Context: an optimization exercise on an open-source flow, tuned for small area. The choices shown serve that exercise and are no tape-out recipe.
RTL that was checked went through simulation tests only; none was proved equivalent to the original.
Power figures rest on the tool's default switching activity, not on a simulated workload.

## pm2_cpu
module pm2_cpu (
    input  wire        clk,
    input  wire        rst,           
    output reg         mem_req,
    output reg         mem_we,
    output reg         mem_word,
    output reg  [31:0] mem_addr,
    output reg  [31:0] mem_wdata,
    input  wire [31:0] mem_rdata,
    input  wire        mem_ready,
    output wire        halted
);
Size: about 680 flip-flops, ~100 I/O pins.
clock: 12.0 ns
lec_check: 0
cap_margin: 20
core_margin: 2
core_utilization: 55
slew_margin: 20
standard.sh (not shown) runs the stock make flow with config.mk's settings and CLKGATE_MAP_FILE= SYNTH_SCRIPT=/design/flow/synth_recipe.tcl, a recipe that flattens the netlist after the stock synthesis.
==> flow/flow/run.sh <==
#!/bin/bash
set -e
export BUFFER_PORTS_ARGS="-buffer_cell sky130_fd_sc_hd__buf_1"
export CTS_ARGS="-sink_clustering_enable -repair_clock_nets -dont_use_dummy_load -buf_list sky130_fd_sc_hd__clkbuf_8 -sink_clustering_size 20 -sink_clustering_max_diameter 50"
bash standard.sh > standard.log 2>&1
Next try:
--- a/flow/design.v
+++ b/flow/design.v
@@ -107,20 +107,35 @@
     wire f_md   = (op[7:1] == 7'b0101101);
     wire f_6    = (op[7:2] == 6'b100000) | (op == 8'h90);
     wire f_jmp  = (op == 8'h08);
     wire f_br   = (op[7:1] == 7'b0001000);
     wire f_take = op[0] ^ zf;
     wire f_halt = (op == 8'hFF);
-    wire f_reg  = f_6 | f_rrr | f_rr;
-    wire f_bad  = h1 | ((f_rrr | f_rr) & h2) | (f_rrr & h3);
-    wire f_go   = f_jmp | (f_br & f_take);
-    wire [3:0] f_next = f_halt ? S_HALT :
-                        (f_reg & ~f_bad) ? (f_6 ? S_ADR : f_md ? S_LOAD : S_ALU) :
-                        f_go ? S_ADR : S_FIN;
-    wire [2:0] f_k    = f_6 ? 3'd6 : f_rrr ? 3'd4 : f_rr ? 3'd3 :
-                        f_go ? 3'd0 : f_br ? 3'd5 : 3'd1;
+    reg  [2:0] f_k;
+    reg  [3:0] f_next;
+    always @(*) begin
+        f_k    = 3'd1;
+        f_next = S_FIN;
+        if (f_halt) begin
+            f_next = S_HALT;
+        end else if (f_6) begin
+            f_k    = 3'd6;
+            f_next = h1 ? S_FIN : S_ADR;
+        end else if (f_rrr) begin
+            f_k    = 3'd4;
+            f_next = (h1 | h2 | h3) ? S_FIN : f_md ? S_LOAD : S_ALU;
+        end else if (f_rr) begin
+            f_k    = 3'd3;
+            f_next = (h1 | h2) ? S_FIN : S_ALU;
+        end else if (f_jmp | (f_br & f_take)) begin
+            f_k    = 3'd0;
+            f_next = S_ADR;
+        end else if (f_br) begin
+            f_k    = 3'd5;
+        end
+    end
     always @(*) begin
         mem_req   = (state == S_F1) | (state == S_F2) | (state == S_MEM);
         mem_we    = (state == S_MEM) & o[1];
         mem_word  = ~((state == S_MEM) & o[0]);
         mem_addr  = Q;
         mem_wdata = T;
@@ -148,14 +163,14 @@
                 S_CLR: if (ph7) state <= S_FIN;
                 S_F1: if (xfer) begin
                     o7 <= op[7];
                     o4 <= op[4];
                     o  <= op[3:0];
                     rd <= b1[3:0];
-                    p1 <= b2[3:0];
-                    p2 <= (op[7] | ~op[3]) ? b1[3:0] : b3[3:0];
+                    p1 <= op[3] ? b2[3:0] : b1[3:0];
+                    p2 <= op[7] ? b1[3:0] : op[3] ? b3[3:0] : b2[3:0];
                     k  <= f_k;
                     state <= f_next;
                 end
                 S_F2: if (xfer) begin
                     Q <= mem_rdata;
                     if (!o7)
Result:
- register-to-register slack gets better by 0.31 ns
- via count drops by about 1.6%
- utilization hardly moves
- first-iteration DRC count drops by 5.9%
- global-route usage drops by 0.37 points


Setup of run K:
Another version of the RTL of pm2_cpu (not shown whole).
Size: roughly 100 I/O pins, about 21,000 um2 of cells after synthesis.
Settings: LEC_CHECK=0, CAP_MARGIN=20, CORE_MARGIN=2, CORE_UTILIZATION=55, SLEW_MARGIN=20; clock period 12.0 ns.
==> flow/flow/run.sh <==
#!/bin/bash
set -e
export BUFFER_PORTS_ARGS="-buffer_cell sky130_fd_sc_hd__buf_1"
export CTS_ARGS="-sink_clustering_enable -repair_clock_nets -dont_use_dummy_load -buf_list sky130_fd_sc_hd__clkbuf_8 -sink_clustering_size 16 -sink_clustering_max_diameter 50"
bash standard.sh > standard.log 2>&1
For run G, these inputs were changed with respect to run K:
--- a/flow/design.v
+++ b/flow/design.v
@@ -78,19 +78,28 @@
         for (r = 0; r < 16; r = r + 1) begin : g_rf
             wire we = clr | (wr_en & (rd == r));
             always @(posedge clk)
                 rf[r*32 +: 32] <= {we ? wdig : rf[r*32 +: 4], rf[r*32+4 +: 28]};
         end
     endgenerate
     wire        mulop = ~o[0];
     wire [32:0] ma = {H, Q[31] & ~mulop};
     wire [32:0] mb = mulop ? {1'b0, T & {32{Q[31]}}} : {~hs, T ^ {32{~hs}}};
-    wire [32:0] ms = ma + mb + {32'd0, ~mulop & ~hs};
+    wire [32:0] ms;
+    wire [33:0] mcy;
+    assign mcy[0] = ~mulop & ~hs;
+    genvar i;
+    generate
+        for (i = 0; i < 33; i = i + 1) begin : g_madd
+            assign ms[i]    = ma[i] ^ mb[i] ^ mcy[i];
+            assign mcy[i+1] = (ma[i] & mb[i]) | (mcy[i] & (ma[i] ^ mb[i]));
+        end
+    endgenerate
     wire [7:0] op = mem_rdata[31:24];
     wire [7:0] b1 = mem_rdata[23:16];
     wire [7:0] b2 = mem_rdata[15:8];
     wire [7:0] b3 = mem_rdata[7:0];
     wire h1 = |b1[7:4];
     wire h2 = |b2[7:4];
     wire h3 = |b3[7:4];
     wire f_rrr  = (op[7:3] == 5'b01011) & (op[2:0] != 3'd7);
     wire f_rr   = (op == 8'h5F) | (op == 8'h60);
==> results.txt <==
Run G finished all stages; layout check result: FAIL, due to setup timing.
Diff run G and run K: vertical die dimension higher in run K
Across both runs, highest attainable clock frequency was lower for run G than for run K.
Diff run G and run K: total combinational power lower in run G
Per the comparison of run G with run K, post-synthesis simple-gate area fraction went down, via density per instance shrank by 1.2%.
No functional check of the RTL was part of run G.


## the baseline
pm2_cpu, a different RTL version from the one above (not shown whole).
For scale: roughly 1600 cells after synthesis, ~680 flip-flops, roughly 100 I/O pins, ~21000 um^2 of cells after synthesis.
==> flow/config.mk <==
export PLATFORM = sky130hd
export DESIGN_NAME = pm2_cpu
export DESIGN_NICKNAME = pm2_cpu
export VERILOG_FILES = /design/flow/design.v
export SDC_FILE = /design/flow/constraint.sdc
export NUM_CORES = 4
export LEC_CHECK = 0
export CAP_MARGIN = 20
export CORE_MARGIN = 2
export CORE_UTILIZATION = 55
export SLEW_MARGIN = 20
==> flow/constraint.sdc <==
create_clock -name core_clock -period 12.0 [get_ports {clk}]
set_input_delay 2.4000 -clock core_clock [delete_from_list [all_inputs] [get_ports {clk}]]
set_output_delay 2.4000 -clock core_clock [all_outputs]
set_load 0.01 [all_outputs]
Scripts as last shown in full above: flow/flow/run.sh
What the final checks of the baseline revealed, after a flow that finished every stage, was a layout that fails on negative setup slack.
For the candidate, these inputs were changed with respect to the baseline:
diff --git a/flow/design.v b/flow/design.v
--- a/flow/design.v
+++ b/flow/design.v
@@ -77,44 +77,32 @@
     generate
         for (r = 0; r < 16; r = r + 1) begin : g_rf
             wire we = clr | (wr_en & (rd == r));
             always @(posedge clk)
                 rf[r*32 +: 32] <= {we ? wdig : rf[r*32 +: 4], rf[r*32+4 +: 28]};
         end
     endgenerate
     wire        mulop = ~o[0];
     wire [32:0] ma = {H, Q[31] & ~mulop};
     wire [32:0] mb = mulop ? {1'b0, T & {32{Q[31]}}} : {~hs, T ^ {32{~hs}}};
     wire [32:0] ms;
-    wire [22:0] mcy;
+    wire [20:0] mcy;
     assign mcy[0] = ~mulop & ~hs;
     genvar i;
     generate
-        for (i = 0; i < 22; i = i + 1) begin : g_madd
+        for (i = 0; i < 20; i = i + 1) begin : g_madd
             assign ms[i]    = ma[i] ^ mb[i] ^ mcy[i];
             assign mcy[i+1] = (ma[i] & mb[i]) | (mcy[i] & (ma[i] ^ mb[i]));
         end
     endgenerate
-    wire [11:0] hc0, hc1;
-    wire [10:0] hs0, hs1;
-    assign hc0[0] = 1'b0;
-    assign hc1[0] = 1'b1;
-    generate
-        for (i = 0; i < 11; i = i + 1) begin : g_msel
-            assign hs0[i]   = ma[22+i] ^ mb[22+i] ^ hc0[i];
-            assign hc0[i+1] = (ma[22+i] & mb[22+i]) | (hc0[i] & (ma[22+i] ^ mb[22+i]));
-            assign hs1[i]   = ma[22+i] ^ mb[22+i] ^ hc1[i];
-            assign hc1[i+1] = (ma[22+i] & mb[22+i]) | (hc1[i] & (ma[22+i] ^ mb[22+i]));
-        end
-    endgenerate
-    assign ms[32:22] = mcy[22] ? hs1 : hs0;
+    assign ms[32:20] = ma[32:20] + mb[32:20] + {12'd0, mcy[20]};
     wire [7:0] op = mem_rdata[31:24];
     wire [7:0] b1 = mem_rdata[23:16];
     wire [7:0] b2 = mem_rdata[15:8];
     wire [7:0] b3 = mem_rdata[7:0];
     wire h1 = |b1[7:4];
     wire h2 = |b2[7:4];
     wire h3 = |b3[7:4];
     wire f_rrr  = (op[7:3] == 5'b01011) & (op[2:0] != 3'd7);
     wire f_rr   = (op == 8'h5F) | (op == 8'h60);
     wire f_md   = (op[7:1] == 7'b0101101);
     wire f_6    = (op[7:2] == 6'b100000) | (op == 8'h90);
@@ -145,22 +133,26 @@
             f_k    = 3'd5;
         end
     end
     always @(*) begin
         mem_req   = (state == S_F1) | (state == S_F2) | (state == S_MEM);
         mem_we    = (state == S_MEM) & o[1];
         mem_word  = ~((state == S_MEM) & o[0]);
         mem_addr  = Q;
         mem_wdata = T;
     end
     always @(posedge clk) begin
+        H  <= (state == S_LOAD || state == S_WR) ? {4'd0, H[31:4]} : ms[31:0];
+        hs <= (state == S_MD) & ms[32];
+    end
+    always @(posedge clk) begin
         ph <= ph + 3'd1;
         if (act) begin
             zacc <= znext;
             cy   <= asum[4];
             cip  <= ipsum[4];
         end
         if (rst) begin
             state  <= S_CLR;
             ph     <= 3'd0;
             inpass <= 1'b0;
             zf     <= 1'b0;
@@ -183,39 +175,34 @@
                     Q <= mem_rdata;
                     if (!o7)
                         state <= (!o4 && mem_rdata[31:24] != 8'd0) ? S_HALT : S_JMP;
                     else
                         state <= o4 ? S_WR : S_MEM;
                 end
                 S_MEM: if (xfer) begin
                     Q     <= mem_rdata;
                     state <= o[1] ? S_FIN : S_WR;
                 end
                 S_MD: begin
-                    H  <= ms[31:0];
-                    hs <= ms[32];
                     Q  <= {Q[30:0], ~ms[32]};
                     if (ph7) begin
                         rc <= rc + 2'd1;
                         if (rc == 2'd3)
                             state <= S_WR;
                     end
                 end
                 S_HALT: ;    
                 default: if (act) begin    
                     Q <= {qtop, Q[31:4]};
                     if (state == S_ADR || state == S_LOAD)
                         T <= {d2, T[31:4]};
-                    if (state == S_LOAD || state == S_WR)
-                        H <= {4'd0, H[31:4]};
-                    hs <= 1'b0;
                     rc <= 2'd0;
                     if (ph7) begin
                         case (state)
                             S_ALU:   zf <= znext;
                             S_WR:    if (!o7) zf <= znext;
                             default: ;
                         endcase
                         case (state)
                             S_ADR:   state <= S_F2;
                             S_LOAD:  state <= (o[0] & znext) ? S_FIN : S_MD;
                             default: state <= S_F1;
- The candidate completed every stage of the flow, and the final layout passed the timing, DRC and antenna checks.
- Total power (higher): the candidate
- Looking at net switching power across the candidate and the baseline, the one that comes out higher is the candidate.
- | worst slack at placement | the candidate vs the baseline | better |
- Diff the baseline -> the candidate | cell count | increase of about 0.4%
- Compared the candidate against the baseline; TritonCTS sink count within noise.
- Compared with the baseline, the candidate supports a higher clock frequency.
- | cell area after layout | lower: the candidate |
- The candidate against the baseline: area of the multi-input gates has increased; die footprint decreased by 0.84% relative to the old numbers.
Function not checked in the baseline: the RTL went through the layout flow alone.

==> static timing again, ports no longer ideal <==
No port has a modelled driver above. Below, the same layouts with a new extraction and two added sets of constraints.
Step 1, drivers: a clkbuf_16 drives clk and a buf_2 each remaining input, both assumed.
Step 2 adds t to the input delays and takes it off the output delays; t is the mean of the earliest and latest rising clock arrival at the registers after step 1. Input paths then give back, and output paths get back, about the clock's delay inside the block.
Slacks: no drivers / after step 1 / after step 2; pairs: no drivers / after step 1.
run	t, ns	slack for setup (ns)	worst setup path after step 2	latest minus earliest clock arrival (ns)	cell pins on the clock port's net
the first run of note 1	0.673	0.692 / 0.692 / 0.692	register to register	0.108 / 0.108	1
the second run of note 1	0.659	1.005 / 1.005 / 1.005	register to register	0.078 / 0.078	1
run K	0.675	7.223 / 7.223 / 7.223	register to register	0.106 / 0.107	1
run G	0.674	-1.370 / -1.370 / -1.370	register to register	0.108 / 0.108	1
the baseline	0.666	-0.631 / -0.631 / -0.631	register to register	0.128 / 0.128	1
the candidate	0.671	1.015 / 1.015 / 1.015	register to register	0.055 / 0.055	1
